This design comes from an exercise in tuning for a short achievable clock period and few clock cycles on the open sky130 flow, not from production work. Function was not checked in any run shown here: the RTL went through the layout flow alone. No activity file was given, so power comes from the tool's default toggle rates.

===== flow/design.v =====
module minicomp_core (
    input  wire       clk,
    input  wire       rst,           
    output wire [7:0] mem_addr,
    input  wire [7:0] mem_rdata,
    output wire       mem_we,
    output wire [7:0] mem_wdata,
    output wire [7:0] io_port,       
    output wire       io_rd,         
    input  wire [7:0] io_rdata,
    input  wire       io_present,    
    output wire       io_wr,         
    output wire [7:0] io_wdata
);
    reg [7:0] x0, x1, x2, x3;
    reg [7:0] addr_q, ir, ipc, nb, ioaddr, wdata_q;
    reg       m_fetch, m_normal, m_memop, m_jimm;
    reg       we_q, rd_q, wr_q;
    reg [3:0] wadd;                  
    reg [3:0] wfast;                 
    reg [3:0] sb;                    
    reg [7:0] xa, xb;                
    reg e_add, e_shl, e_shr, e_not, e_and, e_or, e_xor, e_alu, e_aluw;
    reg e_clf, e_data, e_in, e_outa, e_jmp, e_jmpr, e_jxxx, e_mem, e_st, e_outd;
    reg mo_ld, mo_hit;               
    reg mo_hit1;                     
    reg [63:0]  ic_v;
    reg [127:0] ic_t;
    reg [511:0] ic_d;
    reg         e_ic;                
    reg [7:0]   imm_q;               
    reg       cy, f_al, f_eq, zen;
    reg [7:0] fres;
    wire [7:0] b = mem_rdata;
    wire [7:0] g0 = xa & xb;
    wire [7:0] t0 = xa | xb;
    reg  [8:0] gg, pp;
    reg  [8:0] gn, pn;
    integer k, d;
    always @(*) begin
        gg = {g0, cy};
        pp = {t0, 1'b0};
        for (d = 1; d < 9; d = d * 2) begin
            gn = gg;
            pn = pp;
            for (k = d; k < 9; k = k + 1) begin
                gn[k] = gg[k] | (pp[k] & gg[k - d]);
                pn[k] = pp[k] & pp[k - d];
            end
            gg = gn;
            pp = pn;
        end
    end
    wire [7:0] sum  = (xa ^ gg[7:0]) ^ xb;
    wire       sum8 = gg[8];
    wire [7:0] hg = xa & ~xb;
    wire [7:0] ht = xa | ~xb;
    reg  [7:0] cg, cp, cgn, cpn;
    always @(*) begin
        cg = hg;
        cp = ht;
        for (d = 1; d < 8; d = d * 2) begin
            cgn = cg;
            cpn = cp;
            for (k = d; k < 8; k = k + 1) begin
                cgn[k] = cg[k] | (cp[k] & cg[k - d]);
                cpn[k] = cp[k] & cp[k - d];
            end
            cg = cgn;
            cp = cpn;
        end
    end
    wire a_gt_b = cg[7];
    wire a_eq_b = &(ht & (~xa | xb));
    wire [7:0] c_oth = ({8{e_shl}} & {xa[6:0], cy})
                     | ({8{e_shr}} & {cy, xa[7:1]})
                     | ({8{e_not}} & ~xa)
                     | ({8{e_and}} & g0)
                     | ({8{e_or}}  & t0)
                     | ({8{e_xor}} & xa & ~xb) | ({8{e_xor}} & ~xa & xb);
    wire [7:0] c    = e_add ? sum : c_oth;
    wire cout = (e_add & sum8) | (e_shl & xa[7]) | (e_shr & xa[0]);
    wire f_z   = zen & (fres == 8'd0);
    wire taken = |(ir[3:0] & {cy, f_al, f_eq, f_z});
    wire [7:0]   key  = m_memop ? ipc : addr_q;
    wire [63:0]  v_s  = {ic_v[0], ic_v[63:1]};           
    wire [127:0] t_s  = {ic_t[1:0], ic_t[127:2]};
    wire [511:0] d_s  = {ic_d[7:0], ic_d[511:8]};
    wire         lk_v = v_s[key[5:0]];
    wire [1:0]   lk_t = t_s[2*key[5:0] +: 2];
    wire [7:0]   lk_d = d_s[8*key[5:0] +: 8];
    wire [1:0]   tag1 = key[7:6] + {1'b0, &key[5:0]};
    wire         lk_hit = lk_v & (lk_t == tag1) & ~(m_memop & mo_hit1);
    wire [7:0] a1 = addr_q + 8'd1;
    wire [7:0] a2 = addr_q + 8'd2;
    wire [7:0] i1 = ipc + 8'd1;
    wire [7:0] i2 = ipc + 8'd2;
    wire b_j  = b[7:4] == 4'd5;
    wire nb_j = nb[7:4] == 4'd5;
    wire e_seq  = e_alu | e_clf | e_in | e_outa | (e_ic & (e_data | e_jmp));
    wire n_seq  = m_normal & (e_seq | (e_jxxx & ~taken));
    wire b_d  = b[7:4] == 4'd2;
    wire b_m  = b[7:4] == 4'd4;
    wire nb_d = nb[7:4] == 4'd2;
    wire nb_m = nb[7:4] == 4'd4;
    wire [7:0] b_seq  = (b_m & lk_hit) ? lk_d : (b_j | (b_d & lk_hit)) ? a2 : a1;
    wire [7:0] nb_seq = (nb_m & lk_hit) ? lk_d : (nb_j | (nb_d & lk_hit)) ? i2 : i1;
    wire       load_b  = m_fetch | n_seq;
    wire       load_nb = m_memop & ~mo_hit;
    wire       load    = load_b | load_nb;
    wire [7:0] ir_nx   = m_memop ? nb : b;
    wire [7:0] xf = c_oth
                  | ({8{e_in & ir[2]}} & ioaddr)
                  | ({8{e_in & ~ir[2] & io_present}} & io_rdata)
                  | ({8{e_in & ~ir[2] & ~io_present}} & xb)
                  | ({8{e_data & e_ic}} & imm_q)
                  | ({8{(e_data & ~e_ic) | mo_ld}} & b);
    wire [3:0] na  = 4'b0001 << ir_nx[3:2];
    wire [3:0] nbs = 4'b0001 << ir_nx[1:0];
    wire [7:0] xsa = ({8{na[0]}} & x0) | ({8{na[1]}} & x1) | ({8{na[2]}} & x2) | ({8{na[3]}} & x3);
    wire [7:0] xsb = ({8{nbs[0]}} & x0) | ({8{nbs[1]}} & x1) | ({8{nbs[2]}} & x2) | ({8{nbs[3]}} & x3);
    wire       fa_add = |(wadd & na);
    wire       fa_f   = |(wfast & na);
    wire       fb_add = |(wadd & nbs);
    wire       fb_f   = |(wfast & nbs);
    wire nx_add  = ir_nx[7:4] == 4'd8;
    wire nx_aluw = ir_nx[7] & (ir_nx[6:4] != 3'd7);
    wire nx_fast = (nx_aluw & ~nx_add) | (ir_nx[7:4] == 4'd2) | (ir_nx[7:3] == 5'b01110);
    always @(posedge clk) begin
        if (rst) begin
            x0 <= 8'd0; x1 <= 8'd0; x2 <= 8'd0; x3 <= 8'd0;
            addr_q <= 8'd0;
            ioaddr <= 8'd0;
            m_fetch <= 1'b1; m_normal <= 1'b0; m_memop <= 1'b0; m_jimm <= 1'b0;
            we_q <= 1'b0; rd_q <= 1'b0; wr_q <= 1'b0;
            wadd <= 4'd0; wfast <= 4'd0;
            e_add <= 1'b0; e_shl <= 1'b0; e_shr <= 1'b0; e_not <= 1'b0; e_and <= 1'b0;
            e_or <= 1'b0; e_xor <= 1'b0; e_alu <= 1'b0; e_aluw <= 1'b0;
            e_clf <= 1'b0; e_data <= 1'b0; e_in <= 1'b0; e_outa <= 1'b0;
            e_jmp <= 1'b0; e_jmpr <= 1'b0; e_jxxx <= 1'b0; e_mem <= 1'b0; e_st <= 1'b0;
            e_outd <= 1'b0;
            mo_ld <= 1'b0; mo_hit <= 1'b0; mo_hit1 <= 1'b0;
            ic_v <= 64'd0; e_ic <= 1'b0;
            cy <= 1'b0; f_al <= 1'b0; f_eq <= 1'b0; zen <= 1'b0; fres <= 8'd0;
        end else begin
            if (wadd[0]) x0 <= sum; else if (wfast[0]) x0 <= xf;
            if (wadd[1]) x1 <= sum; else if (wfast[1]) x1 <= xf;
            if (wadd[2]) x2 <= sum; else if (wfast[2]) x2 <= xf;
            if (wadd[3]) x3 <= sum; else if (wfast[3]) x3 <= xf;
            if (e_alu) begin
                cy <= cout; f_al <= a_gt_b; f_eq <= a_eq_b; zen <= e_aluw; fres <= c;
            end
            if (e_clf) begin
                cy <= 1'b0; f_al <= 1'b0; f_eq <= 1'b0; zen <= 1'b0;
            end
            if (e_outa) ioaddr <= xb;
            wadd   <= {4{load & nx_add}} & nbs;
            wfast  <= ({4{load & nx_fast}} & nbs)
                    | ({4{m_normal & e_mem & ~e_st & ~e_outd}} & sb);   
            e_alu  <= load & ir_nx[7];
            e_aluw <= load & nx_aluw;
            e_add  <= load & nx_add;
            e_shl  <= load & (ir_nx[7:4] == 4'd9);
            e_shr  <= load & (ir_nx[7:4] == 4'd10);
            e_not  <= load & (ir_nx[7:4] == 4'd11);
            e_and  <= load & (ir_nx[7:4] == 4'd12);
            e_or   <= load & (ir_nx[7:4] == 4'd13);
            e_xor  <= load & (ir_nx[7:4] == 4'd14);
            e_mem  <= load & ((ir_nx[7:5] == 3'd0) | (ir_nx[7:2] == 6'b011110));
            e_st   <= load & (ir_nx[7:4] == 4'd1);
            e_outd <= load & (ir_nx[7:2] == 6'b011110);
            e_data <= load & (ir_nx[7:4] == 4'd2);
            e_jmpr <= load & (ir_nx[7:4] == 4'd3);
            e_jmp  <= load & (ir_nx[7:4] == 4'd4);
            e_jxxx <= load & (ir_nx[7:4] == 4'd5);
            e_clf  <= load & (ir_nx[7:4] == 4'd6);
            e_in   <= load & (ir_nx[7:3] == 5'b01110);
            e_outa <= load & (ir_nx[7:2] == 6'b011111);
            rd_q   <= load & (ir_nx[7:2] == 6'b011100);
            e_ic   <= load & lk_hit & ((ir_nx[7:4] == 4'd2) | (ir_nx[7:4] == 4'd4) | (ir_nx[7:4] == 4'd5));
            if ((m_normal & ~e_ic & (e_data | e_jmp)) | m_jimm) begin
                ic_v[addr_q[5:0]] <= 1'b1;
                ic_t[2*addr_q[5:0] +: 2] <= addr_q[7:6];
                ic_d[8*addr_q[5:0] +: 8] <= b;
            end
            if (m_memop & we_q & ic_v[addr_q[5:0]] & (ic_t[2*addr_q[5:0] +: 2] == addr_q[7:6]))
                ic_d[8*addr_q[5:0] +: 8] <= wdata_q;
            we_q <= 1'b0;
            wr_q <= 1'b0;
            mo_ld <= 1'b0;
            mo_hit <= 1'b0;
            mo_hit1 <= 1'b0;
            m_fetch  <= 1'b0;
            m_normal <= load;
            m_memop  <= 1'b0;
            m_jimm   <= 1'b0;
            if (m_fetch) begin
                addr_q <= b_seq;
            end
            if (m_normal) begin
                if (n_seq) begin
                    addr_q <= b_seq;
                end else if (e_mem) begin
                    addr_q <= xa;
                    we_q <= e_st;
                    wr_q <= e_outd;
                    mo_ld <= ~e_st & ~e_outd;
                    mo_hit <= e_st & (xa == ipc);    
                    mo_hit1 <= e_st & (xa == i1);
                    m_memop <= 1'b1;
                end else if (e_jxxx & e_ic) begin    
                    addr_q <= imm_q;
                    m_fetch <= 1'b1;
                end else if (e_jxxx) begin           
                    addr_q <= ipc;
                    m_jimm <= 1'b1;
                end else if (e_data) begin
                    addr_q <= a1;
                    m_fetch <= 1'b1;
                end else if (e_jmp) begin
                    addr_q <= b;
                    m_fetch <= 1'b1;
                end else begin                       
                    addr_q <= xb;
                    m_fetch <= 1'b1;
                end
            end
            if (m_memop) begin
                if (mo_hit) begin                    
                    addr_q <= ipc;
                    m_fetch <= 1'b1;
                end else begin
                    addr_q <= nb_seq;
                end
            end
            if (m_jimm) begin
                addr_q <= b;
                m_fetch <= 1'b1;
            end
        end
    end
    always @(posedge clk) begin
        if (load) begin
            ir <= ir_nx;
            sb <= nbs;
        end
        xa <= fa_add ? sum : fa_f ? xf : xsa;
        xb <= fb_add ? sum : fb_f ? xf : xsb;
        if (load_b) ipc <= a1;
        else if (load_nb) ipc <= i1;
        if (load) imm_q <= lk_d;
        if (e_mem) begin
            nb <= b;
            wdata_q <= xb;
        end
    end
    assign mem_addr  = addr_q;
    assign mem_we    = we_q;
    assign mem_wdata = wdata_q;
    assign io_port   = ioaddr;
    assign io_rd     = rd_q;
    assign io_wr     = wr_q;
    assign io_wdata  = wdata_q;
endmodule

===== flow/run.sh =====
#!/bin/bash
# synth_recipe.tcl (not shown) runs the flow's synth.tcl, then flattens the netlist and writes it again
# the make line also repeats each setting of config.mk as NAME=value (left out here)
make -C /OpenROAD-flow-scripts/flow DESIGN_CONFIG=/design/flow/config.mk WORK_HOME=/design/flow/orfs CLKGATE_MAP_FILE= SYNTH_SCRIPT=/design/flow/synth_recipe.tcl finish

===== flow/config.mk =====
export PLATFORM = sky130hd
export DESIGN_NAME = minicomp_core
export DESIGN_NICKNAME = minicomp_core
export VERILOG_FILES = /design/flow/design.v
export SDC_FILE = /design/flow/constraint.sdc
export NUM_CORES = 4
export LEC_CHECK = 0
export ABC_CLOCK_PERIOD_IN_PS = 1000
export CAP_MARGIN = 20
export CORE_MARGIN = 2
export CORE_UTILIZATION = 40
export PLACE_DENSITY = 0.6
export SETUP_SLACK_MARGIN = 3.5
export SLEW_MARGIN = 20

===== flow/constraint.sdc =====
create_clock -name core_clock -period 5.0 [get_ports {clk}]
set_input_delay 1.0000 -clock core_clock [delete_from_list [all_inputs] [get_ports {clk}]]
set_output_delay 1.0000 -clock core_clock [all_outputs]
set_load 0.01 [all_outputs]

==> results of run 1 <==
through the flow:
step / TNS [ps] / instances
floorplan: -2095940 / 5132
global placement: 0 / 6736
detailed placement: 0 / 6736
CTS: 0 / 7459
global route: 0 / 7717
finish: 0 / 7724
synth_stat cells, types with 28 or more instances:
cell | n | area [um^2]
o2111ai_1 | 28 | 245
edfxtp_1 | 680 | 20400
o22ai_1 | 67 | 419
nand2_1 | 1039 | 3900
clkbuf_1 | 265 | 995
xnor2_1 | 32 | 280
a32o_1 | 56 | 561
buf_2 | 50 | 250
mux4_2 | 159 | 3580
a22oi_1 | 85 | 638
dfxtp_1 | 177 | 3540
buf_1 | 36 | 135
nor3_1 | 54 | 270
and3_1 | 40 | 250
buf_4 | 31 | 233
a31oi_1 | 28 | 175
o21ai_0 | 582 | 2910
and2_1 | 33 | 206
nand3_1 | 106 | 531
a211oi_1 | 83 | 623
a21oi_1 | 457 | 2290
inv_1 | 55 | 206
nor2_1 | 373 | 1400
ha_1 | 39 | 488
o21ai_1 | 33 | 165
a22o_1 | 56 | 490
nor2b_1 | 30 | 188
mux2_2 | 50 | 563
mux2i_1 | 112 | 1120
worst paths after layout:
kind	start	endpoint
setup / recovery	ic_t[97]	ic_d[175]
hold / removal	rst	ic_v[57]
setup reg to reg	ic_t[97]	ic_d[175]
hold reg to reg	sb[3]	wfast[3]
layer usage:
layer  wire [um]  GRT usage [%]  share of wire (%)  vias up
met5         423              0               0.16        -
met4       24700           23.2                9.5       28
met3       43300           14.7                 17     1688
met2      105000           52.2                 40     4939
met1       87600           47.1                 34    25847
li1            -              -                  -    21082
logic make-up after synthesis:
| kind of cell | count (synthesis) | synth area share, % |
|---|---|---|
| buffers and inverters | 460 | 4.13 |
| XOR/XNOR | 55 | 0.967 |
| AO/OA/AOI/OAI | 1628 | 19.9 |
| adder cells (fa/ha/maj) | 40 | 1.02 |
| AND/OR/NAND/NOR | 1755 | 14.7 |
| flip-flops | 857 | 48.1 |
| multiplexers | 337 | 11.3 |
worst max-delay path: stages (launching register included):
cell and delay [ps]:
edfxtp_1 570, mux4_4 650, mux4_2 540, mux2i_4 240, a221oi_2 110, xnor2_2 170
and3_4 360, and2_4 310, buf_6 130, buf_8 110, nand2_8 70, buf_12 170
nor2_4 180, a21oi_2 40, o21ai_1 300
power by group through the flow:
| stage | Clock (mW) | Sequential (mW) | Combinational, mW |
|---|---|---|---|
| 2_1_floorplan | 0 | 8.50 | 4.00 |
| 3_3_place_gp | 0 | 8.74 | 6.70 |
| 3_5_place_dp | 0 | 8.75 | 6.73 |
| 4_1_cts | 7.59 | 8.51 | 10.5 |
| 5_1_grt | 7.89 | 8.56 | 13.0 |
| 6_report | 7.66 | 8.55 | 13.1 |
final cells by class:
type	count	area, um^2	area share, %
timing repair inverter	1	7.51	0.00999
tap	1637	2050	2.73
clock inverter	60	537	0.715
timing repair buffer	1129	13500	18.0
multi-input combinational	3838	31800	42.4
clock buffer	131	2770	3.69
inverter	61	282	0.375
sequential	857	24100	32.1
antenna	10	25.0	0.0333
sequential cells by signal, summed over array words and instances (netlist names), 4 cells and up:
register  flops
addr_q        8
fres          8
ic_d        512
ic_t        128
ic_v         64
imm_q         8
ioaddr        8
ipc           8
ir            4
nb            8
sb            4
wadd          4
wdata_q       8
wfast         4
x0            8
x1            8
x2            8
x3            8
xa            8
xb            8
repair_timing:
| item | in CTS | in global routing |
|---|---|---|
| setup endpoints to repair | 1540 | 1206 |
| gates resized for setup | 1866 | 1186 |
| gates cloned | 78 | 13 |
| pin swaps | 332 | 452 |
| buffers inserted | 454 | 242 |
| hold buffers | 0 | 0 |
==> metrics.yaml, run 1 <==
run_status:
  status: "no timing/DRC/antenna violations"
die:
  initial_core_util_pct: 40.3
  pin_count: 54
  die_area_um2: 127000
  core_area_um2: 124000
  die_h_um: 357
  die_w_um: 357
  placementRows: 129
timing:
  rsz0062_at_grt: "true"
  fin_crit_sh_pct: 83.9
  setup_viol: 0
  period_needed_ps: 4200
  skew_ps: 40.6
  max_freq_ghz: 0.238
  worst_pin_slew_ps: 1110
  slew_headroom_pct: 25.8
  slew_viol_final: 0
  finalHoldViolations: 0
  whs_ps: 468
  setup_slack_ps: 805
power:
  power_density_nw_per_um2: 390
  p_int_mw: 17.6
  swShare_pct: 40.0
  comb_power_share_pct: 44.7
  seq_power_share_pct: 29.2
  power.switching_mw: 11.7
  total_power_mw: 29.3
  power.leakage_nw: 27.4
  max-vdd-ir-drop_v: 0.000339
  pwr-share-clk_pct: 26.1
global_route:
  grt_antenna_before_repair: 20
  grt_overflow_total: 0
  grt_start_max_net_pins: 88
  grt_usage_pct: 36.9
  grt_pass1_wl_um: 344000
  grt_pass1_vias: 48288
logic_synthesis:
  synthesis.area_um2: 49800
  syn_area_per_cell_um2: 9.71
  synth_edf_count: 680
  ys_types: 96
  synthArstFlopShare_pct: 0
  yosys_warnings: 1
  synthFlopType: "edfxtp_1"
  netlist_instances: 5132
  yosys_register_bits: 857
  yosysSeqAreaShare_pct: 48.1
  synth_nets: 5191
place:
  gp_congestion: 1.01
  pre_cts_ws_ps: 290
  port_buffers: 53
  placed_area_um2: 53900
  dp_hpwl_um: 148000
cts:
  h-tree-depth: 3
  path_clk_slew_ps: 80
  cts_tree: "yes"
  cts_root_buffer: "clkbuf_16"
  clockBufferDepth: 3
  numCtsBuffers: 101
  clk_latency_ps: 790
  clock-sinks: 857
worst_setup_path:
  crit_type: "reg -> reg"
  crit_fanout: 8
  critPathLaunchType: "register"
  arrival_ps: 4770
  reg2regPathDepth: 14
  regToRegSetupSlack_ps: 800
  required_ps: 5570
  end_kind: "register"
finish:
  area_delta_synth_final_pct: 50.7
  nFillCells: 9357
  layout_commonest_cell: "nand2_1"
  final_cell_mix: "nand2_1 (748), edfxtp_1 (680), buf_4 (476)"
  postLayoutCellArea_um2: 75100
  utilization_pct: 60.8
  fin_nets: 6048
  drive_above_1_share_pct: 46.8
detailed_routing:
  detail_route.vias_per_cell: 6.94
  wl_um: 261000
  wl_per_cell_um: 33.8
  drc_errors: 0
  drt_iter0_drc: 9490
  antenna_left: 0
  first_pass_iters: 14
  num_vias: 53584
job:
  max-cap-violations: 0
min_path:
  timing.hold.worst_path_depth: 2
  hp-class: "in -> reg"
==> run 2: changes to the inputs <==
--- a/flow/design.v
+++ b/flow/design.v
@@ -26,5 +26,11 @@
     reg mo_hit1;                     
-    reg [63:0]  ic_v;
-    reg [127:0] ic_t;
-    reg [511:0] ic_d;
+    reg [31:0]  ic_v;
+    reg [95:0]  ic_t;
+    reg [255:0] ic_d;
+    reg         iw_en, iw_all;       
+    reg [4:0]   iw_idx, iw_idxm1;
+    reg [2:0]   iw_tag;
+    reg [7:0]   iw_d;
+    reg         nb_hit;              
+    reg [7:0]   nb_imm;              
     reg         e_ic;                
@@ -38,3 +44,3 @@
     reg  [8:0] gn, pn;
-    integer k, d;
+    integer k, d, j;
     always @(*) begin
@@ -84,11 +90,13 @@
     wire taken = |(ir[3:0] & {cy, f_al, f_eq, f_z});
-    wire [7:0]   key  = m_memop ? ipc : addr_q;
-    wire [63:0]  v_s  = {ic_v[0], ic_v[63:1]};           
-    wire [127:0] t_s  = {ic_t[1:0], ic_t[127:2]};
-    wire [511:0] d_s  = {ic_d[7:0], ic_d[511:8]};
-    wire         lk_v = v_s[key[5:0]];
-    wire [1:0]   lk_t = t_s[2*key[5:0] +: 2];
-    wire [7:0]   lk_d = d_s[8*key[5:0] +: 8];
-    wire [1:0]   tag1 = key[7:6] + {1'b0, &key[5:0]};
-    wire         lk_hit = lk_v & (lk_t == tag1) & ~(m_memop & mo_hit1);
+    wire [7:0]   key  = addr_q;
+    wire [31:0]  v_s  = {ic_v[0], ic_v[31:1]};           
+    wire [95:0]  t_s  = {ic_t[2:0], ic_t[95:3]};
+    wire [255:0] d_s  = {ic_d[7:0], ic_d[255:8]};
+    wire         lk_v = v_s[key[4:0]];
+    wire [2:0]   lk_t = t_s[3*key[4:0] +: 3];
+    wire [7:0]   lk_d = d_s[8*key[4:0] +: 8];
+    wire [2:0]   tag1 = key[7:5] + {2'b0, &key[4:0]};
+    wire         lk_hit = lk_v & (lk_t == tag1) & ~(iw_en & (iw_idxm1 == key[4:0]));
+    wire         ld_hit = m_memop ? (nb_hit & ~mo_hit1) : lk_hit;
+    wire [7:0]   ld_imm = m_memop ? nb_imm : lk_d;
     wire [7:0] a1 = addr_q + 8'd1;
@@ -106,3 +114,4 @@
     wire [7:0] b_seq  = (b_m & lk_hit) ? lk_d : (b_j | (b_d & lk_hit)) ? a2 : a1;
-    wire [7:0] nb_seq = (nb_m & lk_hit) ? lk_d : (nb_j | (nb_d & lk_hit)) ? i2 : i1;
+    wire       nbh    = nb_hit & ~mo_hit1;
+    wire [7:0] nb_seq = (nb_m & nbh) ? nb_imm : (nb_j | (nb_d & nbh)) ? i2 : i1;
     wire       load_b  = m_fetch | n_seq;
@@ -142,3 +151,4 @@
             mo_ld <= 1'b0; mo_hit <= 1'b0; mo_hit1 <= 1'b0;
-            ic_v <= 64'd0; e_ic <= 1'b0;
+            ic_v <= 32'd0; e_ic <= 1'b0;
+            iw_en <= 1'b0;
             cy <= 1'b0; f_al <= 1'b0; f_eq <= 1'b0; zen <= 1'b0; fres <= 8'd0;
@@ -179,10 +189,11 @@
             rd_q   <= load & (ir_nx[7:2] == 6'b011100);
-            e_ic   <= load & lk_hit & ((ir_nx[7:4] == 4'd2) | (ir_nx[7:4] == 4'd4) | (ir_nx[7:4] == 4'd5));
-            if ((m_normal & ~e_ic & (e_data | e_jmp)) | m_jimm) begin
-                ic_v[addr_q[5:0]] <= 1'b1;
-                ic_t[2*addr_q[5:0] +: 2] <= addr_q[7:6];
-                ic_d[8*addr_q[5:0] +: 8] <= b;
-            end
-            if (m_memop & we_q & ic_v[addr_q[5:0]] & (ic_t[2*addr_q[5:0] +: 2] == addr_q[7:6]))
-                ic_d[8*addr_q[5:0] +: 8] <= wdata_q;
+            e_ic   <= load & ld_hit & ((ir_nx[7:4] == 4'd2) | (ir_nx[7:4] == 4'd4) | (ir_nx[7:4] == 4'd5));
+            iw_en  <= (m_normal & ~e_ic & (e_data | e_jmp)) | m_jimm | (m_memop & we_q);
+            iw_all <= ~m_memop;
+            for (j = 0; j < 32; j = j + 1)
+                if (iw_en & (iw_idx == j) & (iw_all | (ic_v[j] & (ic_t[3*j +: 3] == iw_tag)))) begin
+                    ic_v[j] <= 1'b1;
+                    ic_t[3*j +: 3] <= iw_tag;
+                    ic_d[8*j +: 8] <= iw_d;
+                end
             we_q <= 1'b0;
@@ -250,5 +261,11 @@
         else if (load_nb) ipc <= i1;
-        if (load) imm_q <= lk_d;
+        if (load) imm_q <= ld_imm;
+        iw_idx   <= addr_q[4:0];
+        iw_idxm1 <= addr_q[4:0] - 5'd1;
+        iw_tag   <= addr_q[7:5];
+        iw_d     <= m_memop ? wdata_q : b;
         if (e_mem) begin
             nb <= b;
+            nb_hit <= lk_hit;
+            nb_imm <= lk_d;
             wdata_q <= xb;
==> run 2 against run 1 <==
Still clean on timing, DRC and antenna. Die area is 46% lower. Clock skew is 41 ps higher. Critical path depth is 1 lower. Wire length is 62% lower. Combinational power is 68% lower. Worst setup slack better by 860 ps. Sequential power is 35% lower. Utilization is 1.8 points lower. Synthesized cell count is 58% lower.
==> metrics.yaml, run 2 <==
run_status:
  status: "no timing/DRC/antenna violations"  # unchanged
timing:
  finalHoldViolations: 0  # unchanged
  period_needed_ps: 3330  # was 4200 ps
  slew_viol_final: 0  # unchanged
  worst_pin_slew_ps: 1190  # was 1110 ps
  tns_ps: 0  # unchanged
  skew_ps: 81.4  # was 40.6 ps
  whs_ps: 480  # was 468 ps
  setup_viol: 0  # unchanged
  fin_crit_sh_pct: 66.6  # was 83.9%
  rsz0062_at_grt: "true"  # unchanged
  max_freq_ghz: 0.300  # was 0.238 GHz
  slew_headroom_pct: 20.8  # was 25.8%
logic_synthesis:
  ys_types: 75  # was 96
  syn_area_per_cell_um2: 12.3  # was 9.71 um^2
  synth_edf_count: 402  # was 680
  synthTopCellsByCount: "edfxtp_1 (402), nand2_1 (217), dfxtp_1 (167)"  # was nand2_1 (1039), edfxtp_1 (680), o21ai_0 (582)
  yosys_register_bits: 569  # was 857
  synthesis.area_um2: 26600  # was 49800 um^2
  synthFlopType: "edfxtp_1"  # unchanged
  synth_nets: 2222  # was 5191
  synth_top_area_share_pct: 45.4  # was 41.0%
  yosysSeqAreaShare_pct: 58.0  # was 48.1%
  synthArstFlopShare_pct: 0  # unchanged
  netlist_instances: 2161  # was 5132
  yosysTopAreaCell: "edfxtp_1"  # unchanged
  yosys_warnings: 1  # unchanged
  yosys-top-cells-area: "edfxtp_1 (45%), dfxtp_1 (13%), mux4_2 (6.9%)"  # was edfxtp_1 (41%), nand2_1 (7.8%), mux4_2 (7.2%)
  synth_most_common_cell: "edfxtp_1"  # was nand2_1
power:
  max-vdd-ir-drop_v: 0.000298  # was 0.000339 V
  power.leakage_nw: 13.9  # was 27.4 nW
  pwr-share-clk_pct: 32.2  # was 26.1%
  power.switching_mw: 4.49  # was 11.7 mW
  comb_power_share_pct: 28.8  # was 44.7%
  total_power_mw: 14.3  # was 29.3 mW
  seq_power_share_pct: 38.9  # was 29.2%
  power_density_nw_per_um2: 370  # was 390 nW/um^2
  p_int_mw: 9.83  # was 17.6 mW
  swShare_pct: 31.4  # was 40.0%
detailed_routing:
  drc_errors: 0  # unchanged
  wl_um: 99800  # was 261000 um
  drt_iter0_drc: 2643  # was 9490
  first_pass_iters: 8  # was 14
  num_vias: 21532  # was 53584
  wl_per_cell_um: 28.6  # was 33.8 um
  detail_route.vias_per_cell: 6.16  # was 6.94
  antenna_left: 0  # unchanged
cts:
  numCtsBuffers: 61  # was 101
  clk_latency_ps: 680  # was 790 ps
  cts_tree: "yes"  # unchanged
  clockBufferDepth: 3  # unchanged
  cts_root_buffer: "clkbuf_16"  # unchanged
  path_clk_slew_ps: 60  # was 80 ps
  h-tree-depth: 2  # was 3
  clock-sinks: 569  # was 857
finish:
  multi_input_area_um2: 13500  # was 31800 um^2
  ff_latch_area_um2: 15600  # was 24100 um^2
  nFillCells: 4719  # was 9357
  area_delta_synth_final_pct: 45.7  # was 50.7%
  drive_above_1_share_pct: 46.0  # was 46.8%
  postLayoutCellArea_um2: 38700  # was 75100 um^2
  n_antenna_cell: 0  # was 10
  utilization_pct: 58.9  # was 60.8%
  final_cell_mix: "edfxtp_1 (402), buf_4 (189), nand2_1 (179)"  # was nand2_1 (748), edfxtp_1 (680), buf_4 (476)
  largest_reg_flops: 256  # was 512
  fin_nets: 2638  # was 6048
  layout_commonest_cell: "edfxtp_1"  # was nand2_1
worst_setup_path:
  critPathBufInv: 3  # unchanged
  crit_fanout: 8  # unchanged
  critPathSlowestCell: "mux4_2"  # was mux4_4
  r2r_end: "addr_q[4]"  # was ic_d[175]
  path_delay_family: "compound AO/OA/AOI/OAI gates"  # was multiplexers
  r2r-start: "addr_q[0]"  # was ic_t[97]
  arrival_ps: 3930  # was 4770 ps
  required_ps: 5590  # was 5570 ps
  cp-startpoint: "addr_q[0]"  # was ic_t[97]
  crit_type: "reg -> reg"  # unchanged
  crit_cells: 13  # was 14
  reg2regPathDepth: 13  # was 14
  crit_end: "addr_q[4]"  # was ic_d[175]
  cp_cell_sequence: "buf_12, mux4_2, a22o_1, a211oi_2, nor3_1, nor4b_4, buf_4, a31oi_4, buf_4, mux2i_1, mux2i_1, nand2_1, a21oi_1"  # was mux4_4, mux4_2, mux2i_4, a221oi_2, xnor2_2, and3_4, and2_4, buf_6, buf_8, nand2_8, buf_12, nor2_4, a21oi_2, o21ai_1
  regToRegSetupSlack_ps: 1670  # was 800 ps
  slowest_delay_ps: 520  # was 650 ps
  critPathLaunchType: "register"  # unchanged
  end_kind: "register"  # unchanged
place:
  gp_congestion: 0.908  # was 1.01
  dp_hpwl_um: 52100  # was 148000 um
  port_buffers: 53  # unchanged
  placed_area_um2: 29000  # was 53900 um^2
die:
  die_area_um2: 68600  # was 127000 um^2
  placementRows: 94  # was 129
  die_w_um: 262  # was 357 um
  core_area_um2: 65700  # was 124000 um^2
  die_h_um: 262  # was 357 um
  pin_count: 54  # unchanged
  initial_core_util_pct: 40.5  # was 40.3%
job:
  max-cap-violations: 0  # unchanged
global_route:
  grt_antenna_before_repair: 0  # was 20
  grt_pass1_vias: 20737  # was 48288
  grt_usage_pct: 27.3  # was 36.9%
  grt_overflow_total: 0  # unchanged
  grt_pass1_wl_um: 138000  # was 344000 um
  grt_start_max_net_pins: 63  # was 88
min_path:
  hp-class: "reg -> reg"  # was in -> reg
## run 2: worst min path at each step
stage	startpoint	end	slack, ps	cells after the start
after CTS	e_outd	mo_ld	470	1
after global placement	ic_v[0]	ic_v[0]	460	1
after floorplan	addr_q[2]	iw_idx[2]	390	0
after detailed placement	e_outd	mo_ld	460	1
after global routing	addr_q[6]	iw_tag[1]	500	1
final	e_outd	mo_ld	480	1
## run 2: final cells by class
class / count / share of cell area, %
Clock inverter: 39 / 1.14
Tap cell: 864 / 2.79
Timing Repair Buffer: 505 / 15.8
Timing Repair inverter: 5 / 0.110
Clock buffer: 76 / 4.11
Sequential cell: 569 / 40.2
Inverter: 64 / 0.924
Multi-Input combinational cell: 1371 / 34.9
## run 2: logic make-up after synthesis
| group | synth area share, % |
|---|---|
| muxes | 10.9 |
| adders and majority gates | 2.00 |
| buffers and inverters | 3.79 |
| and+or+nand+nor | 9.19 |
| AOI/OAI and AO/OA | 11.2 |
| xor gates and xnor gates | 4.94 |
| DFF | 58.0 |
## run 2: through the flow
stage / cells / setup WS, ps
2_1_floorplan: 2161 / 1860
6_report: 3493 / 1670
3_3_place_gp: 2946 / 1300
4_1_cts: 3374 / 1930
3_5_place_dp: 2947 / 1260
5_1_grt: 3493 / 1640
## run 2: power by group through the flow
stage	Clock [mW]	Sequential, mW	Combinational (mW)
after floorplan	0	5.49	1.78
after detailed placement	0	5.81	2.22
after global routing	4.84	5.58	4.29
final	4.62	5.58	4.13
after CTS	4.63	5.56	3.49
after global placement	0	5.80	2.19
## run 2: what timing repair did
action	4_1_cts	5_1_grt
hold buffers	0	0
resized for setup	618	270
pin swaps	146	128
hold endpoints to repair	0	0
endpoints found under the setup margin	594	584
gates cloned	30	9
setup buffers	282	110
## run 2: metal layers
layer | vias up | part of all wire [%] | track usage (%)
li1 | 8963 | - | -
met1 | 10792 | 37 | 35.8
met2 | 1418 | 46 | 42.9
met3 | 359 | 10 | 5.48
met4 | 0 | 6.4 | 14.3
met5 | - | 0 | 0
==> run 3: changes to the inputs <==
--- a/flow/design.v
+++ b/flow/design.v
@@ -33,4 +33,10 @@
     reg [7:0]   iw_d;
-    reg         nb_hit;              
-    reg [7:0]   nb_imm;              
+    reg [15:0]  dc_v;
+    reg [63:0]  dc_t;
+    reg [127:0] dc_d;
+    reg         dw_en;
+    reg [3:0]   dw_idx;
+    reg [3:0]   dw_tag;
+    reg [7:0]   dw_d;
+    reg         e_ld;
     reg         e_ic;                
@@ -90,3 +96,3 @@
     wire taken = |(ir[3:0] & {cy, f_al, f_eq, f_z});
-    wire [7:0]   key  = addr_q;
+    wire [7:0]   key  = m_memop ? ipc : addr_q;
     wire [31:0]  v_s  = {ic_v[0], ic_v[31:1]};           
@@ -98,5 +104,4 @@
     wire [2:0]   tag1 = key[7:5] + {2'b0, &key[4:0]};
-    wire         lk_hit = lk_v & (lk_t == tag1) & ~(iw_en & (iw_idxm1 == key[4:0]));
-    wire         ld_hit = m_memop ? (nb_hit & ~mo_hit1) : lk_hit;
-    wire [7:0]   ld_imm = m_memop ? nb_imm : lk_d;
+    wire         lk_hit = lk_v & (lk_t == tag1) & ~(m_memop & mo_hit1)
+                        & ~(iw_en & (iw_idxm1 == key[4:0]));
     wire [7:0] a1 = addr_q + 8'd1;
@@ -107,3 +112,7 @@
     wire nb_j = nb[7:4] == 4'd5;
-    wire e_seq  = e_alu | e_clf | e_in | e_outa | (e_ic & (e_data | e_jmp));
+    wire         dl_v = dc_v[xa[3:0]];
+    wire [3:0]   dl_t = dc_t[4*xa[3:0] +: 4];
+    wire [7:0]   dl_d = dc_d[8*xa[3:0] +: 8];
+    wire         dl_hit = dl_v & (dl_t == xa[7:4]) & ~(dw_en & (dw_idx == xa[3:0]));
+    wire e_seq  = e_alu | e_clf | e_in | e_outa | (e_ic & (e_data | e_jmp)) | (e_ld & dl_hit);
     wire n_seq  = m_normal & (e_seq | (e_jxxx & ~taken));
@@ -114,4 +123,3 @@
     wire [7:0] b_seq  = (b_m & lk_hit) ? lk_d : (b_j | (b_d & lk_hit)) ? a2 : a1;
-    wire       nbh    = nb_hit & ~mo_hit1;
-    wire [7:0] nb_seq = (nb_m & nbh) ? nb_imm : (nb_j | (nb_d & nbh)) ? i2 : i1;
+    wire [7:0] nb_seq = (nb_m & lk_hit) ? lk_d : (nb_j | (nb_d & lk_hit)) ? i2 : i1;
     wire       load_b  = m_fetch | n_seq;
@@ -125,2 +133,4 @@
                   | ({8{e_data & e_ic}} & imm_q)
+                  | ({8{e_ld & dl_hit}} & dl_d)
+                  | ({8{e_ld & ~dl_hit}} & xb)
                   | ({8{(e_data & ~e_ic) | mo_ld}} & b);
@@ -136,3 +146,4 @@
     wire nx_aluw = ir_nx[7] & (ir_nx[6:4] != 3'd7);
-    wire nx_fast = (nx_aluw & ~nx_add) | (ir_nx[7:4] == 4'd2) | (ir_nx[7:3] == 5'b01110);
+    wire nx_fast = (nx_aluw & ~nx_add) | (ir_nx[7:4] == 4'd2) | (ir_nx[7:3] == 5'b01110)
+                 | (ir_nx[7:4] == 4'd0);
     always @(posedge clk) begin
@@ -151,4 +162,4 @@
             mo_ld <= 1'b0; mo_hit <= 1'b0; mo_hit1 <= 1'b0;
-            ic_v <= 32'd0; e_ic <= 1'b0;
-            iw_en <= 1'b0;
+            ic_v <= 32'd0; e_ic <= 1'b0; dc_v <= 16'd0; e_ld <= 1'b0;
+            iw_en <= 1'b0; dw_en <= 1'b0;
             cy <= 1'b0; f_al <= 1'b0; f_eq <= 1'b0; zen <= 1'b0; fres <= 8'd0;
@@ -168,3 +179,3 @@
             wfast  <= ({4{load & nx_fast}} & nbs)
-                    | ({4{m_normal & e_mem & ~e_st & ~e_outd}} & sb);   
+                    | ({4{m_normal & e_ld & ~dl_hit}} & sb);   
             e_alu  <= load & ir_nx[7];
@@ -180,2 +191,3 @@
             e_st   <= load & (ir_nx[7:4] == 4'd1);
+            e_ld   <= load & (ir_nx[7:4] == 4'd0);
             e_outd <= load & (ir_nx[7:2] == 6'b011110);
@@ -189,5 +201,6 @@
             rd_q   <= load & (ir_nx[7:2] == 6'b011100);
-            e_ic   <= load & ld_hit & ((ir_nx[7:4] == 4'd2) | (ir_nx[7:4] == 4'd4) | (ir_nx[7:4] == 4'd5));
+            e_ic   <= load & lk_hit & ((ir_nx[7:4] == 4'd2) | (ir_nx[7:4] == 4'd4) | (ir_nx[7:4] == 4'd5));
             iw_en  <= (m_normal & ~e_ic & (e_data | e_jmp)) | m_jimm | (m_memop & we_q);
             iw_all <= ~m_memop;
+            dw_en  <= m_memop & (we_q | mo_ld);
             for (j = 0; j < 32; j = j + 1)
@@ -197,2 +210,8 @@
                     ic_d[8*j +: 8] <= iw_d;
+                end
+            for (j = 0; j < 16; j = j + 1)
+                if (dw_en & (dw_idx == j)) begin
+                    dc_v[j] <= 1'b1;
+                    dc_t[4*j +: 4] <= dw_tag;
+                    dc_d[8*j +: 8] <= dw_d;
                 end
@@ -261,3 +280,3 @@
         else if (load_nb) ipc <= i1;
-        if (load) imm_q <= ld_imm;
+        if (load) imm_q <= lk_d;
         iw_idx   <= addr_q[4:0];
@@ -266,6 +285,7 @@
         iw_d     <= m_memop ? wdata_q : b;
+        dw_idx   <= addr_q[3:0];
+        dw_tag   <= addr_q[7:4];
+        dw_d     <= we_q ? wdata_q : b;
         if (e_mem) begin
             nb <= b;
-            nb_hit <= lk_hit;
-            nb_imm <= lk_d;
             wdata_q <= xb;
==> run 3 against run 2 <==
Combinational power up 16%. Clock power grew 36%. Flip-flop and latch count rose by 209. Synthesized cell count is 27% higher. Sequential power rose by 35%. Critical path depth increased by 2. Synthesized area is 34% higher. Hold slack worse by 59 ps. Critical endpoint is now addr_q[7]. Design area grew 27%.
==> metrics.yaml, run 3 <==
logic_synthesis:
  yosysSeqAreaShare_pct: 60.3  # was 58.0%
  yosysTopAreaCell: "edfxtp_1"  # unchanged
  synth_most_common_cell: "edfxtp_1"  # unchanged
  synth_nets: 2810  # was 2222
  ys_types: 86  # was 75
  synthesis.area_um2: 35500  # was 26600 um^2
  synthFlopType: "edfxtp_1"  # unchanged
  synth_top_area_share_pct: 49.4  # was 45.4%
  synthTopCellsByCount: "edfxtp_1 (585), nand2_1 (315), dfxtp_1 (193)"  # was edfxtp_1 (402), nand2_1 (217), dfxtp_1 (167)
  netlist_instances: 2750  # was 2161
  synth_edf_count: 585  # was 402
  yosys-top-cells-area: "edfxtp_1 (49%), dfxtp_1 (11%), mux4_2 (8.3%)"  # was edfxtp_1 (45%), dfxtp_1 (13%), mux4_2 (6.9%)
  syn_area_per_cell_um2: 12.9  # was 12.3 um^2
  yosys_warnings: 1  # unchanged
  yosys_register_bits: 778  # was 569
  synthArstFlopShare_pct: 0  # unchanged
finish:
  layout_commonest_cell: "edfxtp_1"  # unchanged
  largest_reg_flops: 256  # unchanged
  postLayoutCellArea_um2: 49400  # was 38700 um^2
  drive_above_1_share_pct: 38.5  # was 46.0%
  utilization_pct: 56.0  # was 58.9%
  area_delta_synth_final_pct: 38.9  # was 45.7%
  fin_nets: 3307  # was 2638
  stdcell_count: 4482  # was 3493
  final_cell_mix: "edfxtp_1 (585), nand2_1 (279), buf_4 (214)"  # was edfxtp_1 (402), buf_4 (189), nand2_1 (179)
cts:
  clockBufferDepth: 3  # unchanged
  clk_latency_ps: 660  # was 680 ps
  cts_tree: "yes"  # unchanged
  numCtsBuffers: 84  # was 61
  cts.hold.buffers_added: 0  # unchanged
  cts_root_buffer: "clkbuf_16"  # unchanged
  path_clk_slew_ps: 60  # about the same
  h-tree-depth: 3  # was 2
  clock-sinks: 778  # was 569
place:
  gp_congestion: 0.980  # was 0.908
  placed_area_um2: 38200  # was 29000 um^2
  pre_cts_ws_ps: 820  # was 1260 ps
  dp_cells: 3837  # was 2947
  dp_hpwl_um: 72800  # was 52100 um
  port_buffers: 53  # unchanged
worst_setup_path:
  critPathLaunchType: "register"  # unchanged
  crit_cells: 15  # was 13
  cp_cell_sequence: "buf_6, mux2i_4, buf_12, buf_4, mux4_2, a32oi_1, nand4_1, and3_4, nand3_4, buf_12, buf_8, nor2_2, a221o_1, a21oi_2, o211ai_1"  # was buf_12, mux4_2, a22o_1, a211oi_2, nor3_1, nor4b_4, buf_4, a31oi_4, buf_4, mux2i_1, mux2i_1, nand2_1, a21oi_1
  path_delay_family: "multiplexers"  # was compound AO/OA/AOI/OAI gates
  regToRegSetupSlack_ps: 1420  # was 1670 ps
  reg2regPathDepth: 15  # was 13
  crit_fanout: 8  # unchanged
  arrival_ps: 4080  # was 3930 ps
  required_ps: 5500  # was 5590 ps
  crit_end: "addr_q[7]"  # was addr_q[4]
  crit_type: "reg -> reg"  # unchanged
  cp-startpoint: "ipc[0]"  # was addr_q[0]
  slowest_delay_ps: 520  # about the same
  critPathBufInv: 5  # was 3
  r2r-start: "ipc[0]"  # was addr_q[0]
  r2r_end: "addr_q[7]"  # was addr_q[4]
  critPathMostFrequentCell: "buf_12"
  critPathSlowestCell: "mux4_2"  # unchanged
  end_kind: "register"  # unchanged
global_route:
  grt_usage_pct: 27.7  # was 27.3%
  grt_pass1_vias: 26277  # was 20737
  grt_start_max_net_pins: 48  # was 63
  grt_overflow_total: 0  # unchanged
  grt_pass1_wl_um: 184000  # was 138000 um
  grt_antenna_before_repair: 5  # was 0
timing:
  fin_crit_sh_pct: 71.6  # was 66.6%
  whs_ps: 422  # was 480 ps
  rsz0062_at_grt: "true"  # unchanged
  worst_pin_slew_ps: 1110  # was 1190 ps
  period_needed_ps: 3580  # was 3330 ps
  setup_viol: 0  # unchanged
  slew_headroom_pct: 26.1  # was 20.8%
  setup_slack_ps: 1420  # was 1670 ps
  skew_ps: 39.4  # was 81.4 ps
  tns_ps: 0  # unchanged
  finalHoldViolations: 0  # unchanged
  slew_viol_final: 0  # unchanged
  max_freq_ghz: 0.280  # was 0.300 GHz
power:
  power.leakage_nw: 17.5  # was 13.9 nW
  total_power_mw: 18.6  # was 14.3 mW
  p_int_mw: 12.9  # was 9.83 mW
  pwr-share-clk_pct: 33.8  # was 32.2%
  swShare_pct: 30.3  # was 31.4%
  max-vdd-ir-drop_v: 0.000328  # was 0.000298 V
  comb_power_share_pct: 25.7  # was 28.8%
  power_density_nw_per_um2: 376  # was 370 nW/um^2
  power.switching_mw: 5.62  # was 4.49 mW
  seq_power_share_pct: 40.4  # was 38.9%
die:
  die_h_um: 302  # was 262 um
  core_area_um2: 88200  # was 65700 um^2
  die_area_um2: 91300  # was 68600 um^2
  initial_core_util_pct: 40.3  # was 40.5%
  die_w_um: 302  # was 262 um
  placementRows: 109  # was 94
  pin_count: 54  # unchanged
detailed_routing:
  drc_errors: 0  # unchanged
  drt_iter0_drc: 3884  # was 2643
  num_vias: 27318  # was 21532
  antenna_left: 0  # unchanged
  wl_um: 132000  # was 99800 um
  first_pass_iters: 8  # unchanged
  detail_route.vias_per_cell: 6.10  # was 6.16
  wl_per_cell_um: 29.6  # was 28.6 um
min_path:
  timing.hold.worst_path_depth: 0  # was 1
  hp-class: "reg -> reg"  # unchanged
job:
  max-cap-violations: 0  # unchanged
run_status:
  status: "no timing/DRC/antenna violations"  # unchanged
[run 3: what timing repair did]
item,in CTS,in global routing
setup endpoints to repair,850,789
gates resized for setup,616,258
gates cloned,29,16
pin swaps,127,118
buffers inserted,330,113
[run 3: worst min-delay path by stage]
stage               from         to  slack [ps]
3_3_place_gp      e_outd      mo_ld         410
2_1_floorplan  addr_q[6]  dw_tag[2]         380
5_1_grt        addr_q[5]  dw_tag[1]         430
4_1_cts        addr_q[5]  dw_tag[1]         420
6_report       addr_q[5]  dw_tag[1]         420
3_5_place_dp      e_outd      mo_ld         420
[run 3: power by group through the flow]
stage | combinational, mW | sequential (mW) | clock (mW)
after floorplan | 2.33 | 7.42 | 0
after global placement | 2.99 | 7.76 | 0
after detailed placement | 3.01 | 7.77 | 0
after CTS | 4.25 | 7.49 | 6.32
after global routing | 4.97 | 7.51 | 6.58
final | 4.78 | 7.51 | 6.28
[run 3: kinds of logic (layout without fill, tap and decap cells)]
| group | count (synthesis) | after routing | share of synthesized area, % |
|---|---|---|---|
| adders and majority gates | 41 | 41 | 1.46 |
| muxes | 241 | 245 | 11.6 |
| AOI/OAI and AO/OA | 542 | 542 | 10.6 |
| DFF | 778 | 778 | 60.3 |
| buffers and inverters | 262 | 818 | 3.19 |
| other | 0 | 1 | 0 |
| and+or+nand+nor | 726 | 732 | 8.99 |
| xor gates and xnor gates | 160 | 160 | 3.94 |
[run 3: layer usage]
layer | routed length, um | track usage (%) | up-vias
li1 | - | - | 11423
met1 | 49900 | 36.5 | 13712
met2 | 61300 | 43.8 | 1725
met3 | 13300 | 5.66 | 454
met4 | 7830 | 13.7 | 4
met5 | 26 | 0 | -
[run 3: layout make-up]
type	count	area, um^2
fillers	6769	38900
repair buffers	597	7470
inverters	64	323
multi-input cells	1720	15800
flip-flops and latches	778	21500
clock buffers	115	2420
well taps	1165	1460
diodes	1	2.50
repair inverters	2	17.5
clock inverters	40	347
==> run 4: changes to the inputs <==
--- a/flow/design.v
+++ b/flow/design.v
@@ -33,10 +33,6 @@
     reg [7:0]   iw_d;
-    reg [15:0]  dc_v;
-    reg [63:0]  dc_t;
-    reg [127:0] dc_d;
-    reg         dw_en;
-    reg [3:0]   dw_idx;
-    reg [3:0]   dw_tag;
-    reg [7:0]   dw_d;
-    reg         e_ld;
+    reg         rl_hit;              
+    reg [7:0]   rl_d;                
+    reg         nb_hit;              
+    reg [7:0]   nb_imm;              
     reg         e_ic;                
@@ -96,12 +92,22 @@
     wire taken = |(ir[3:0] & {cy, f_al, f_eq, f_z});
-    wire [7:0]   key  = m_memop ? ipc : addr_q;
-    wire [31:0]  v_s  = {ic_v[0], ic_v[31:1]};           
-    wire [95:0]  t_s  = {ic_t[2:0], ic_t[95:3]};
-    wire [255:0] d_s  = {ic_d[7:0], ic_d[255:8]};
-    wire         lk_v = v_s[key[4:0]];
-    wire [2:0]   lk_t = t_s[3*key[4:0] +: 3];
-    wire [7:0]   lk_d = d_s[8*key[4:0] +: 8];
-    wire [2:0]   tag1 = key[7:5] + {2'b0, &key[4:0]};
-    wire         lk_hit = lk_v & (lk_t == tag1) & ~(m_memop & mo_hit1)
-                        & ~(iw_en & (iw_idxm1 == key[4:0]));
+    wire [31:0]  v_2  = {ic_v[1:0], ic_v[31:2]};
+    wire [95:0]  t_2  = {ic_t[5:0], ic_t[95:6]};
+    wire [255:0] d_2  = {ic_d[15:0], ic_d[255:16]};
+    wire [31:0]  v_3  = {ic_v[2:0], ic_v[31:3]};
+    wire [95:0]  t_3  = {ic_t[8:0], ic_t[95:9]};
+    wire [255:0] d_3  = {ic_d[23:0], ic_d[255:24]};
+    wire [7:0]   a3   = addr_q + 8'd3;
+    wire [7:0]   i3   = ipc + 8'd3;
+    wire         la2_h = v_2[addr_q[4:0]] & (t_2[3*addr_q[4:0] +: 3] == a2[7:5]);
+    wire [7:0]   la2_d = d_2[8*addr_q[4:0] +: 8];
+    wire         la3_h = v_3[addr_q[4:0]] & (t_3[3*addr_q[4:0] +: 3] == a3[7:5]);
+    wire [7:0]   la3_d = d_3[8*addr_q[4:0] +: 8];
+    wire         li2_h = v_2[ipc[4:0]] & (t_2[3*ipc[4:0] +: 3] == i2[7:5]);
+    wire [7:0]   li2_d = d_2[8*ipc[4:0] +: 8];
+    wire         li3_h = v_3[ipc[4:0]] & (t_3[3*ipc[4:0] +: 3] == i3[7:5]);
+    wire [7:0]   li3_d = d_3[8*ipc[4:0] +: 8];
+    wire         upd   = (iw_en & ~iw_all) | (m_memop & we_q);
+    wire         lk_hit = rl_hit;
+    wire         ld_hit = m_memop ? (nb_hit & ~mo_hit1) : lk_hit;
+    wire [7:0]   ld_imm = m_memop ? nb_imm : rl_d;
     wire [7:0] a1 = addr_q + 8'd1;
@@ -112,7 +118,3 @@
     wire nb_j = nb[7:4] == 4'd5;
-    wire         dl_v = dc_v[xa[3:0]];
-    wire [3:0]   dl_t = dc_t[4*xa[3:0] +: 4];
-    wire [7:0]   dl_d = dc_d[8*xa[3:0] +: 8];
-    wire         dl_hit = dl_v & (dl_t == xa[7:4]) & ~(dw_en & (dw_idx == xa[3:0]));
-    wire e_seq  = e_alu | e_clf | e_in | e_outa | (e_ic & (e_data | e_jmp)) | (e_ld & dl_hit);
+    wire e_seq  = e_alu | e_clf | e_in | e_outa | (e_ic & (e_data | e_jmp));
     wire n_seq  = m_normal & (e_seq | (e_jxxx & ~taken));
@@ -122,4 +124,5 @@
     wire nb_m = nb[7:4] == 4'd4;
-    wire [7:0] b_seq  = (b_m & lk_hit) ? lk_d : (b_j | (b_d & lk_hit)) ? a2 : a1;
-    wire [7:0] nb_seq = (nb_m & lk_hit) ? lk_d : (nb_j | (nb_d & lk_hit)) ? i2 : i1;
+    wire [7:0] b_seq  = (b_m & lk_hit) ? rl_d : (b_j | (b_d & lk_hit)) ? a2 : a1;
+    wire       nbh    = nb_hit & ~mo_hit1;
+    wire [7:0] nb_seq = (nb_m & nbh) ? nb_imm : (nb_j | (nb_d & nbh)) ? i2 : i1;
     wire       load_b  = m_fetch | n_seq;
@@ -133,4 +136,2 @@
                   | ({8{e_data & e_ic}} & imm_q)
-                  | ({8{e_ld & dl_hit}} & dl_d)
-                  | ({8{e_ld & ~dl_hit}} & xb)
                   | ({8{(e_data & ~e_ic) | mo_ld}} & b);
@@ -146,4 +147,3 @@
     wire nx_aluw = ir_nx[7] & (ir_nx[6:4] != 3'd7);
-    wire nx_fast = (nx_aluw & ~nx_add) | (ir_nx[7:4] == 4'd2) | (ir_nx[7:3] == 5'b01110)
-                 | (ir_nx[7:4] == 4'd0);
+    wire nx_fast = (nx_aluw & ~nx_add) | (ir_nx[7:4] == 4'd2) | (ir_nx[7:3] == 5'b01110);
     always @(posedge clk) begin
@@ -162,4 +162,5 @@
             mo_ld <= 1'b0; mo_hit <= 1'b0; mo_hit1 <= 1'b0;
-            ic_v <= 32'd0; e_ic <= 1'b0; dc_v <= 16'd0; e_ld <= 1'b0;
-            iw_en <= 1'b0; dw_en <= 1'b0;
+            ic_v <= 32'd0; e_ic <= 1'b0;
+            iw_en <= 1'b0;
+            rl_hit <= 1'b0;
             cy <= 1'b0; f_al <= 1'b0; f_eq <= 1'b0; zen <= 1'b0; fres <= 8'd0;
@@ -179,3 +180,3 @@
             wfast  <= ({4{load & nx_fast}} & nbs)
-                    | ({4{m_normal & e_ld & ~dl_hit}} & sb);   
+                    | ({4{m_normal & e_mem & ~e_st & ~e_outd}} & sb);   
             e_alu  <= load & ir_nx[7];
@@ -191,3 +192,2 @@
             e_st   <= load & (ir_nx[7:4] == 4'd1);
-            e_ld   <= load & (ir_nx[7:4] == 4'd0);
             e_outd <= load & (ir_nx[7:2] == 6'b011110);
@@ -201,6 +201,13 @@
             rd_q   <= load & (ir_nx[7:2] == 6'b011100);
-            e_ic   <= load & lk_hit & ((ir_nx[7:4] == 4'd2) | (ir_nx[7:4] == 4'd4) | (ir_nx[7:4] == 4'd5));
+            if ((m_fetch | n_seq) & ~(b_m & lk_hit))
+                rl_hit <= ~upd & ((b_j | (b_d & lk_hit)) ? la3_h : la2_h);
+            else if (m_normal & e_data)
+                rl_hit <= ~upd & la2_h;
+            else if (m_memop & ~mo_hit)
+                rl_hit <= ~upd & ~(nb_m & nbh) & ((nb_j | (nb_d & nbh)) ? li3_h : li2_h);
+            else
+                rl_hit <= 1'b0;
+            e_ic   <= load & ld_hit & ((ir_nx[7:4] == 4'd2) | (ir_nx[7:4] == 4'd4) | (ir_nx[7:4] == 4'd5));
             iw_en  <= (m_normal & ~e_ic & (e_data | e_jmp)) | m_jimm | (m_memop & we_q);
             iw_all <= ~m_memop;
-            dw_en  <= m_memop & (we_q | mo_ld);
             for (j = 0; j < 32; j = j + 1)
@@ -211,8 +218,2 @@
                 end
-            for (j = 0; j < 16; j = j + 1)
-                if (dw_en & (dw_idx == j)) begin
-                    dc_v[j] <= 1'b1;
-                    dc_t[4*j +: 4] <= dw_tag;
-                    dc_d[8*j +: 8] <= dw_d;
-                end
             we_q <= 1'b0;
@@ -280,3 +281,10 @@
         else if (load_nb) ipc <= i1;
-        if (load) imm_q <= lk_d;
+        if (load) imm_q <= ld_imm;
+        if ((m_fetch | n_seq) & ~(b_m & lk_hit)) begin
+            rl_d <= (b_j | (b_d & lk_hit)) ? la3_d : la2_d;
+        end else if (m_normal & e_data) begin
+            rl_d <= la2_d;
+        end else begin
+            rl_d <= (nb_j | (nb_d & nbh)) ? li3_d : li2_d;
+        end
         iw_idx   <= addr_q[4:0];
@@ -285,7 +293,6 @@
         iw_d     <= m_memop ? wdata_q : b;
-        dw_idx   <= addr_q[3:0];
-        dw_tag   <= addr_q[7:4];
-        dw_d     <= we_q ? wdata_q : b;
         if (e_mem) begin
             nb <= b;
+            nb_hit <= rl_hit;
+            nb_imm <= rl_d;
             wdata_q <= xb;
==> run 4 against run 3 <==
Worst setup slack improved by 810 ps. Cell count rose by 19%. Sequential share of layout area shrank 14 points. Critical path depth is 4 lower. Global-route usage increased by 8.1 points. Count of clock-buffer cells in the layout down 22. Fmax grew 29%. Non-clock buffer count increased by 58. Wire length up 35%. Die area up 4.5%. Total power is 4.0% lower. Critical endpoint is now rl_d[5].
==> metrics.yaml, run 4 <==
finish:
  stdcell_count: 5313  # was 4482
  final_cell_mix: "nand2_1 (639), edfxtp_1 (402), buf_4 (242)"  # was edfxtp_1 (585), nand2_1 (279), buf_4 (214)
  drive_above_1_share_pct: 38.4  # was 38.5%
  utilization_pct: 57.1  # was 56.0%
  nFillCells: 7096  # was 6769
  multi_input_area_um2: 23700  # was 15800 um^2
  largest_reg_flops: 256  # unchanged
  ff_latch_area_um2: 15700  # was 21500 um^2
  layout_commonest_cell: "nand2_1"  # was edfxtp_1
  area_delta_synth_final_pct: 41.2  # was 38.9%
  fin_nets: 4070  # was 3307
logic_synthesis:
  synth_edf_count: 402  # was 585
  yosys_warnings: 1  # unchanged
  yosys_register_bits: 573  # was 778
  synth_top_area_share_pct: 32.5  # was 49.4%
  synthTopCellsByCount: "nand2_1 (679), edfxtp_1 (402), mux2i_1 (237)"  # was edfxtp_1 (585), nand2_1 (315), dfxtp_1 (193)
  synthFlopType: "edfxtp_1"  # unchanged
  synthArstFlopShare_pct: 0  # unchanged
  synth_nets: 3647  # was 2810
  netlist_instances: 3588  # was 2750
  yosys-top-cells-area: "edfxtp_1 (32%), mux4_2 (13%), dfxtp_1 (9.2%)"  # was edfxtp_1 (49%), dfxtp_1 (11%), mux4_2 (8.3%)
  synth_most_common_cell: "nand2_1"  # was edfxtp_1
  ys_types: 86  # unchanged
  yosysTopAreaCell: "edfxtp_1"  # unchanged
  synthesis.area_um2: 37200  # was 35500 um^2
  yosysSeqAreaShare_pct: 41.7  # was 60.3%
  syn_area_per_cell_um2: 10.4  # was 12.9 um^2
timing:
  worst_pin_slew_ps: 1070  # was 1110 ps
  setup_viol: 0  # unchanged
  tns_ps: 0  # unchanged
  max_freq_ghz: 0.361  # was 0.280 GHz
  period_needed_ps: 2770  # was 3580 ps
  finalHoldViolations: 0  # unchanged
  whs_ps: 491  # was 422 ps
  rsz0062_at_grt: "true"  # unchanged
  slew_headroom_pct: 28.9  # was 26.1%
  skew_ps: 29.1  # was 39.4 ps
  fin_crit_sh_pct: 55.4  # was 71.6%
  slew_viol_final: 0  # unchanged
detailed_routing:
  wl_um: 179000  # was 132000 um
  num_vias: 35994  # was 27318
  detail_route.vias_per_cell: 6.77  # was 6.10
  antenna_left: 0  # unchanged
  drt_iter0_drc: 6016  # was 3884
  drc_errors: 0  # unchanged
  first_pass_iters: 10  # was 8
  wl_per_cell_um: 33.6  # was 29.6 um
power:
  power.leakage_nw: 19.1  # was 17.5 nW
  power_density_nw_per_um2: 340  # was 376 nW/um^2
  max-vdd-ir-drop_v: 0.000278  # was 0.000328 V
global_route:
  grt_start_max_net_pins: 110  # was 48
  grt_pass1_wl_um: 245000  # was 184000 um
  grt_antenna_before_repair: 3  # was 5
  grt_pass1_vias: 32830  # was 26277
  grt_overflow_total: 0  # unchanged
  grt_usage_pct: 35.8  # was 27.7%
die:
  pin_count: 54  # unchanged
  placementRows: 111  # was 109
  die_w_um: 309  # was 302 um
  core_area_um2: 91800  # was 88200 um^2
  die_h_um: 309  # was 302 um
  initial_core_util_pct: 40.5  # was 40.3%
  die_area_um2: 95400  # was 91300 um^2
cts:
  cts_tree: "yes"  # unchanged
  clockBufferDepth: 3  # unchanged
  clock-sinks: 573  # was 778
  numCtsBuffers: 70  # was 84
  h-tree-depth: 3  # unchanged
  cts_root_buffer: "clkbuf_16"  # unchanged
  clk_latency_ps: 670  # was 660 ps
  path_clk_slew_ps: 60  # about the same
  cts.hold.buffers_added: 0  # unchanged
place:
  gp_congestion: 0.944  # was 0.980
  dp_cells: 4665  # was 3837
  port_buffers: 53  # unchanged
  dp_hpwl_um: 92000  # was 72800 um
min_path:
  hp-start: "e_outd"  # was addr_q[5]
  hp-class: "reg -> reg"  # unchanged
worst_setup_path:
  crit_type: "reg -> reg"  # unchanged
  critPathLaunchType: "register"  # unchanged
  crit_fanout: 8  # unchanged
  end_kind: "register"  # unchanged
  r2r-start: "nb[4]"  # was ipc[0]
  required_ps: 5520  # was 5500 ps
  cp-startpoint: "nb[4]"  # was ipc[0]
  arrival_ps: 3300  # was 4080 ps
job:
  max-cap-violations: 0  # unchanged
run_status:
  status: "no timing/DRC/antenna violations"  # unchanged
-- run 4: changes by cell type in the layout (fill, tap and decap cells not counted), sizes merged, moves of 20 or more --
cell	before	now
o221ai	3	37
edfxtp	585	402
o22ai	5	25
nand3	43	231
clkbuf	136	103
dfxtp	193	171
a21oi	118	140
mux4	131	213
nand2	319	687
buf	556	611
o21ai	93	115
mux2i	80	237
-- run 4: per-layer routing --
metal	part of all wire [%]	vias to the layer above	track usage, %
met4	7.8	0	21.3
met3	16	832	14.3
met5	0	-	0
li1	-	14429	-
met1	35	17442	45.9
met2	41	3291	50.7
-- run 4: power breakdown --
part	switching (mW)	total, mW	internal [mW]	leakage (nW)
sequential	0.360	5.67	5.31	5.09
combinational	3.84	6.84	2.99	12.8
clock	2.20	5.31	3.11	1.14
total	6.40	17.8	11.4	19.1
-- run 4: repair_timing --
action,4_1_cts,5_1_grt
endpoints found under the setup margin,615,568
buffers inserted,346,88
gates resized for setup,863,240
pin swaps,198,120
cloned,72,11
-- run 4: path summary, 6_finish.rpt --
| kind | to | slack [ps] | cells past startpoint |
|---|---|---|---|
| worst max-delay path | rl_d[5] | 2230 | 11 |
| worst min-delay path | mo_ld | 490 | 1 |
| worst max register to register | rl_d[5] | 2230 | 11 |
| worst min register to register | mo_ld | 490 | 1 |
-- run 4: logic make-up (layout without fill, tap and decap cells) --
group,Yosys count,count (layout),synth area share (%)
and+or+nand+nor,1290,1301,15.3
AOI/OAI and AO/OA,657,657,12.2
DFF,573,573,41.7
muxes,489,489,20.5
buffers and inverters,374,841,5.10
xor gates and xnor gates,165,165,3.89
adders and majority gates,40,40,1.37
other,0,4,0
-- run 4: area by class of cell --
class	count	area share (%)
clock inverters	34	0.653
well taps	1243	2.96
inverters	55	0.591
flip-flops and latches	573	29.8
multi-input cells	2652	45.1
clock buffers	93	3.80
diodes	4	0.0191
repair inverters	4	0.0715
repair buffers	655	16.9
-- run 4: through the flow --
stage | setup WS (ps) | cell area (um^2) | total power, mW
after CTS | 2370 | 50200 | 17.0
after global routing | 2230 | 52500 | 18.1
after floorplan | 2390 | 39100 | 8.89
after detailed placement | 1380 | 39800 | 10.2
final | 2230 | 52500 | 17.8
after global placement | 1410 | 39800 | 10.2
-- run 4: critical path, stage by stage (launching register included) --
cell	delay [ps]
edfxtp_1	470
buf_6	170
o31ai_4	280
buf_6	240
nand2_8	160
buf_12	180
nand2_1	50
and3_1	150
a311oi_1	50
or4b_1	550
o211ai_1	170
a31oi_1	130

## what the ideal ports hide
The results above use ideal ports. As a check the final layouts listed here were re-extracted and re-timed, cells and wires unchanged.
Step 1, drivers: a clkbuf_16 drives clk and a buf_2 each remaining input, both assumed.
Step 2, shift: input delay + t, output delay - t, t = (earliest + latest rising clock arrival at the registers) / 2. This alone moves slack from input paths to output paths.
Three values: ideal ports, drivers, drivers and shift; two values: the first two.
run | t, ns | setup slack, ns | worst hold slack (ns) | slew at the worst register clock pin (ns)
run 1 | 0.847 | 0.805 / 0.805 / 0.805 | 0.468 / 0.490 / 0.490 | 0.08 / 0.08
run 2 | 0.699 | 1.669 / 1.669 / 1.669 | 0.480 / 0.480 / 0.480 | 0.07 / 0.07
run 3 | 0.710 | 1.422 / 1.422 / 1.422 | 0.422 / 0.422 / 0.422 | 0.08 / 0.08
run 4 | 0.731 | 2.229 / 2.229 / 1.856 | 0.491 / 0.491 / 0.491 | 0.07 / 0.07
After both steps every run listed still meets setup and hold. For run 4, which loses most, drivers alone change the setup slack by 0.000 ns; drivers and shift together by -0.373 ns.
